Source: an optimization exercise on an open RTL-to-GDS flow (aim: small area, a short achievable clock period and few clock cycles). Production flows keep margins and buffers that such runs may drop.
At most, simulation tests tie the RTL to the original design; equivalence was not proved.
No activity file was given, so power comes from the tool's default toggle rates. The clock port is modelled as an ideal driver; clocking choices that lean on that would not hold on a real chip.

Setup of JK:
Design jc1_lane, start of the top module:
module jc1_lane (
    input  wire       clk,
    input  wire       rst,         
    input  wire       cmd_valid,
    output wire       cmd_ready,
    input  wire [2:0] cmd_op,
    input  wire [7:0] cmd_data,
    output reg        res_valid,
    output reg  [7:0] res_data
);
Size: about 24 I/O pins, roughly 0.057 mm2 of cells after synthesis.
==> flow/config.mk <==
export PLATFORM = sky130hd
export DESIGN_NAME = jc1_lane
export DESIGN_NICKNAME = jc1_lane
export VERILOG_FILES = /design/flow/design.v
export SDC_FILE = /design/flow/constraint.sdc
export NUM_CORES = 4
export LEC_CHECK = 0
export CAP_MARGIN = 20
export CORE_MARGIN = 2
export CORE_UTILIZATION = 58
export CTS_BUF_LIST = sky130_fd_sc_hd__clkbuf_16
export CTS_CLUSTER_DIAMETER = 100
export CTS_CLUSTER_SIZE = 30
export PLACE_DENSITY = 0.72
export SLEW_MARGIN = 20
export SYNTH_HIERARCHICAL = 1
export SYNTH_MINIMUM_KEEP_SIZE = 0
==> flow/constraint.sdc <==
create_clock -name core_clock -period 13.0 [get_ports {clk}]
set_input_delay 2.6000 -clock core_clock [delete_from_list [all_inputs] [get_ports {clk}]]
set_output_delay 2.6000 -clock core_clock [all_outputs]
set_load 0.01 [all_outputs]
standard.sh (not shown) runs the stock make flow with config.mk's settings and CLKGATE_MAP_FILE= SYNTH_SCRIPT=/design/flow/synth_recipe.tcl, a recipe that flattens the netlist after the stock synthesis.
==> flow/flow/run.sh <==
#!/bin/bash
# The standard layout, with the port buffers made of buf_4 cells instead of
# the delay buffers buffer_ports picks by default, and clock tree synthesis
# run with the standard settings but without dummy loads.  make's output goes
# to standard.log here; each ORFS step's log is under orfs/logs/.
set -euo pipefail
cd "$(dirname "${BASH_SOURCE[0]}")/.."
cts="-sink_clustering_enable -repair_clock_nets -sink_clustering_size 30"
cts="$cts -sink_clustering_max_diameter 100 -buf_list sky130_fd_sc_hd__clkbuf_16"
cts="$cts -dont_use_dummy_load"
bash standard.sh 'BUFFER_PORTS_ARGS=-buffer_cell sky130_fd_sc_hd__buf_4' \
  "CTS_ARGS=$cts" finish > standard.log 2>&1
Per the final summary, JK finished and its layout is clean on timing, DRC and antenna.
Testbench counts of JK, summed over its fixed seeds: cycles 19,267.
Modified inputs, MS compared to JK
- a change of PLACE_DENSITY from 0.72 to 0.6
- a change of CORE_UTILIZATION from 58 to 50
- a change of CTS_CLUSTER_SIZE from 30 to 35
- a change of CTS_CLUSTER_DIAMETER from 100 to 60
diff --git a/flow/flow/run.sh b/flow/flow/run.sh
--- a/flow/flow/run.sh
+++ b/flow/flow/run.sh
@@ -8,2 +8,2 @@
-cts="-sink_clustering_enable -repair_clock_nets -sink_clustering_size 30"
-cts="$cts -sink_clustering_max_diameter 100 -buf_list sky130_fd_sc_hd__clkbuf_16"
+cts="-sink_clustering_enable -repair_clock_nets -sink_clustering_size 35"
+cts="$cts -sink_clustering_max_diameter 60 -buf_list sky130_fd_sc_hd__clkbuf_16"
Results
MS: full flow OK, the timing, design-rule and antenna checks passed
Summary of the comparison: half-perimeter wire length of the detailed placement result is higher in MS, relative to JK.
MS vs. JK: number of fillers in the final layout climbed 2,128, average wire per cell in the routed design climbed 0.11 um.
Setup changes, MS to AL
- changing CTS_CLUSTER_DIAMETER from 60 to 100
- changing CTS_CLUSTER_SIZE from 35 to 30
diff --git a/flow/flow/run.sh b/flow/flow/run.sh
--- a/flow/flow/run.sh
+++ b/flow/flow/run.sh
@@ -8,2 +8,2 @@
-cts="-sink_clustering_enable -repair_clock_nets -sink_clustering_size 35"
-cts="$cts -sink_clustering_max_diameter 60 -buf_list sky130_fd_sc_hd__clkbuf_16"
+cts="-sink_clustering_enable -repair_clock_nets -sink_clustering_size 30"
+cts="$cts -sink_clustering_max_diameter 100 -buf_list sky130_fd_sc_hd__clkbuf_16"
Notes after the runs:
Leakage component of the power: higher on MS. STATUS area of all placed cells without fillers: AL wins against MS. Diff MS -> AL | power | down by a few percent.
Modified inputs, TR compared to AL
- putting GPL_TIMING_DRIVEN at 0 where nothing was set
Findings:
Re number of non-clock buffers in the layout: AL was lower than TR.
Going from AL to TR, core utilization increased by 1.4 points relative to the old numbers, critical path depth increased by 9 relative to the old numbers.
TR — area growth from synthesis to layout 2.8 points higher, AL as reference
met4 as the highest signal layer in the routed design was reported by TR, and met5 by AL.


## Q
jc1_lane, a different RTL version from the one above (not shown whole).
Size: about 3900 cells after synthesis, ~2200 flip-flops, roughly 24 I/O pins, about 0.058 mm2 of cells after synthesis.
clock: 13.0 ns
lec_check: 0
cap_margin: 20
core_margin: 2
core_utilization: 50
cts_buf_list: sky130_fd_sc_hd__clkbuf_16
cts_cluster_diameter: 60
cts_cluster_size: 30
place_density: 0.6
slew_margin: 20
synth_hierarchical: 1
synth_minimum_keep_size: 0
==> flow/flow/run.sh <==
#!/bin/bash
# The standard layout, with the port buffers made of buf_4 cells instead of
# the delay buffers buffer_ports picks by default, and clock tree synthesis
# run with the standard settings but without dummy loads.  make's output goes
# to standard.log here; each ORFS step's log is under orfs/logs/.
set -euo pipefail
cd "$(dirname "${BASH_SOURCE[0]}")/.."
cts="-sink_clustering_enable -repair_clock_nets -sink_clustering_size 30"
cts="$cts -sink_clustering_max_diameter 60 -buf_list sky130_fd_sc_hd__clkbuf_16"
cts="$cts -dont_use_dummy_load"
bash standard.sh 'BUFFER_PORTS_ARGS=-buffer_cell sky130_fd_sc_hd__buf_4' \
  "CTS_ARGS=$cts" finish > standard.log 2>&1
Having completed the whole flow, Q delivered a layout that passed the timing, design-rule and antenna checks.
## Diff of input files: T against Q
==> flow/flow/run.sh <==
#!/bin/bash
# The standard layout, with the port buffers made of buf_4 cells instead of
# the delay buffers buffer_ports picks by default.  make's output goes to
# standard.log here; each ORFS step's log is under orfs/logs/.
set -euo pipefail
cd "$(dirname "${BASH_SOURCE[0]}")/.."
bash standard.sh 'BUFFER_PORTS_ARGS=-buffer_cell sky130_fd_sc_hd__buf_4' finish > standard.log 2>&1
## What came out
Changes observed in T relative to Q: number of vias in the routed layout now larger, setup slack lower, antenna cell count lost 1, cell area after placement shows no meaningful change. The final reports for T and Q show fraction of the cycle the final worst path needs higher in the former. The final-layout non-clock buffer area share was comparable across Q and T. T ends up with lower share of cell area taken by flip-flops and latches than Q does. Summary of T over Q: worst hold slack went up by 0.033 ns, design area went up by about 2.2%, die area was more or less identical, critical path depth was more or less identical.
Function was not checked in any run of this note: the RTL went through the layout flow alone.


== zinc ==
jc1_lane with an RTL version that a note above also has.
Size: roughly 3900 cells after synthesis, about 2200 flip-flops, roughly 24 I/O pins, roughly 57000 um2 of cells after synthesis.
export LEC_CHECK = 0
export CAP_MARGIN = 20
export CORE_MARGIN = 2
export CORE_UTILIZATION = 50
export CTS_BUF_LIST = sky130_fd_sc_hd__clkbuf_16
export CTS_CLUSTER_DIAMETER = 80
export CTS_CLUSTER_SIZE = 34
export PLACE_DENSITY = 0.6
export SLEW_MARGIN = 20
export SYNTH_HIERARCHICAL = 1
export SYNTH_MINIMUM_KEEP_SIZE = 0
create_clock -name core_clock -period 13.0 [get_ports {clk}]
==> flow/flow/run.sh <==
#!/bin/bash
# The standard layout, with the port buffers made of buf_4 cells instead of
# the delay buffers buffer_ports picks by default, and clock tree synthesis
# run with the standard settings but without dummy loads.  make's output goes
# to standard.log here; each ORFS step's log is under orfs/logs/.
set -euo pipefail
cd "$(dirname "${BASH_SOURCE[0]}")/.."
cts="-sink_clustering_enable -repair_clock_nets -sink_clustering_size 34"
cts="$cts -sink_clustering_max_diameter 80 -buf_list sky130_fd_sc_hd__clkbuf_16"
cts="$cts -dont_use_dummy_load"
bash standard.sh 'BUFFER_PORTS_ARGS=-buffer_cell sky130_fd_sc_hd__buf_4' \
  "CTS_ARGS=$cts" finish > standard.log 2>&1
Looking at the reports, zinc completed the entire flow and the layout it produced met the timing, design-rule and antenna checks.
Testbench counts of zinc, summed over its fixed seeds: cycles 19,267.
For ember, these inputs were changed with respect to zinc:
# zinc
export LEC_CHECK = 0
export CAP_MARGIN = 20
export CORE_MARGIN = 2
export CORE_UTILIZATION = 50
export CTS_BUF_LIST = sky130_fd_sc_hd__clkbuf_16
export CTS_CLUSTER_DIAMETER = 80
export CTS_CLUSTER_SIZE = 34
export PLACE_DENSITY = 0.6
export SLEW_MARGIN = 20
export SYNTH_HIERARCHICAL = 1
export SYNTH_MINIMUM_KEEP_SIZE = 0
create_clock -name core_clock -period 13.0 [get_ports {clk}]
# ember
export LEC_CHECK = 0
export CAP_MARGIN = 20
export CORE_MARGIN = 2
export CORE_UTILIZATION = 50
export CTS_BUF_LIST = sky130_fd_sc_hd__clkbuf_16
export CTS_CLUSTER_DIAMETER = 60
export CTS_CLUSTER_SIZE = 30
export PLACE_DENSITY = 0.6
export SLEW_MARGIN = 20
export SYNTH_HIERARCHICAL = 1
export SYNTH_MINIMUM_KEEP_SIZE = 0
create_clock -name core_clock -period 13.0 [get_ports {clk}]
-- flow/flow/run.sh --
<<< zinc, line 6
set -euo pipefail
cd "$(dirname "${BASH_SOURCE[0]}")/.."
cts="-sink_clustering_enable -repair_clock_nets -sink_clustering_size 34"
cts="$cts -sink_clustering_max_diameter 80 -buf_list sky130_fd_sc_hd__clkbuf_16"
cts="$cts -dont_use_dummy_load"
bash standard.sh 'BUFFER_PORTS_ARGS=-buffer_cell sky130_fd_sc_hd__buf_4' \
>>> ember, line 6
set -euo pipefail
cd "$(dirname "${BASH_SOURCE[0]}")/.."
cts="-sink_clustering_enable -repair_clock_nets -sink_clustering_size 30"
cts="$cts -sink_clustering_max_diameter 60 -buf_list sky130_fd_sc_hd__clkbuf_16"
cts="$cts -dont_use_dummy_load"
bash standard.sh 'BUFFER_PORTS_ARGS=-buffer_cell sky130_fd_sc_hd__buf_4' \
Results
ember against zinc: fraction of met2 tracks used by global routing increased by 0.26 points relative to the old numbers, routed wire length grew by 0.47%, layout overhead on the synthesized area increased 1.9 points, global-route usage went up by 0.15 points.
zinc → ember: reported clock group power moved up, fraction of area in multi-input gates moved down.
| final critical-path setup slack | ember vs zinc | worse |
Inputs modified between ember and xenon:
# ember
export LEC_CHECK = 0
export CAP_MARGIN = 20
export CORE_MARGIN = 2
export CORE_UTILIZATION = 50
export CTS_BUF_LIST = sky130_fd_sc_hd__clkbuf_16
export CTS_CLUSTER_DIAMETER = 60
export CTS_CLUSTER_SIZE = 30
export PLACE_DENSITY = 0.6
export SLEW_MARGIN = 20
export SYNTH_HIERARCHICAL = 1
export SYNTH_MINIMUM_KEEP_SIZE = 0
create_clock -name core_clock -period 13.0 [get_ports {clk}]
# xenon
export LEC_CHECK = 0
export CAP_MARGIN = 20
export CORE_MARGIN = 2
export CORE_UTILIZATION = 50
export CTS_BUF_LIST = sky130_fd_sc_hd__clkbuf_16
export CTS_CLUSTER_DIAMETER = 100
export CTS_CLUSTER_SIZE = 30
export PLACE_DENSITY = 0.7
export SLEW_MARGIN = 20
export SYNTH_HIERARCHICAL = 1
export SYNTH_MINIMUM_KEEP_SIZE = 0
create_clock -name core_clock -period 13.0 [get_ports {clk}]
-- flow/flow/run.sh --
<<< ember, line 7
cd "$(dirname "${BASH_SOURCE[0]}")/.."
cts="-sink_clustering_enable -repair_clock_nets -sink_clustering_size 30"
cts="$cts -sink_clustering_max_diameter 60 -buf_list sky130_fd_sc_hd__clkbuf_16"
cts="$cts -dont_use_dummy_load"
bash standard.sh 'BUFFER_PORTS_ARGS=-buffer_cell sky130_fd_sc_hd__buf_4' \
>>> xenon, line 7
cd "$(dirname "${BASH_SOURCE[0]}")/.."
cts="-sink_clustering_enable -repair_clock_nets -sink_clustering_size 30"
cts="$cts -sink_clustering_max_diameter 100 -buf_list sky130_fd_sc_hd__clkbuf_16"
cts="$cts -dont_use_dummy_load"
bash standard.sh 'BUFFER_PORTS_ARGS=-buffer_cell sky130_fd_sc_hd__buf_4' \
Findings:
Looking at the reports, xenon completed the entire flow and the layout it produced met the timing, design-rule and antenna checks.
Comparing ember against xenon, there is no change at all in multiplexer share of the synthesized area.
Of xenon and ember, it is xenon that has the lower average wire per cell in the routed design.
Compared with ember, in xenon critical path data required time was more or less identical, worst-case hold slack saw an increase.

==> re-timing with driven ports <==
How much do the figures lean on ideal ports? The routed layouts below were timed once more, with nothing changed but the port constraints.
Step 1 assumes that a clkbuf_16 drives the clock port and a buf_2 every other input.
Step 2 adds t to the input delays and takes it off the output delays; t is the mean of the earliest and latest rising clock arrival at the registers after step 1. Input paths then give back, and output paths get back, about the clock's delay inside the block.
a / b / c = no drivers / after step 1 / after step 2; a / b = the first two.
run | t, ns | slack for setup (ns) | worst slew at a driven data input, ns | cell pins on the clock port's net
JK | 0.730 | 9.274 / 9.199 / 8.753 | 0.04 | 1
MS | 0.786 | 9.245 / 9.166 / 8.772 | 0.04 | 1
AL | 0.742 | 9.286 / 9.207 / 8.826 | 0.03 | 1
TR | 0.747 | 8.453 / 8.453 / 8.453 | 0.03 | 1
Q | 0.781 | 9.236 / 9.166 / 9.137 | 0.03 | 1
T | 0.810 | 9.201 / 9.132 / 9.167 | 0.03 | 1
zinc | 0.736 | 9.275 / 9.197 / 8.832 | 0.03 | 1
ember | 0.779 | 9.255 / 9.177 / 8.771 | 0.04 | 1
xenon | 0.743 | 9.292 / 9.221 / 8.827 | 0.03 | 1
After both steps every run listed still meets setup and hold. For JK, which loses most, drivers alone change the setup slack by -0.075 ns; drivers and shift together by -0.521 ns.
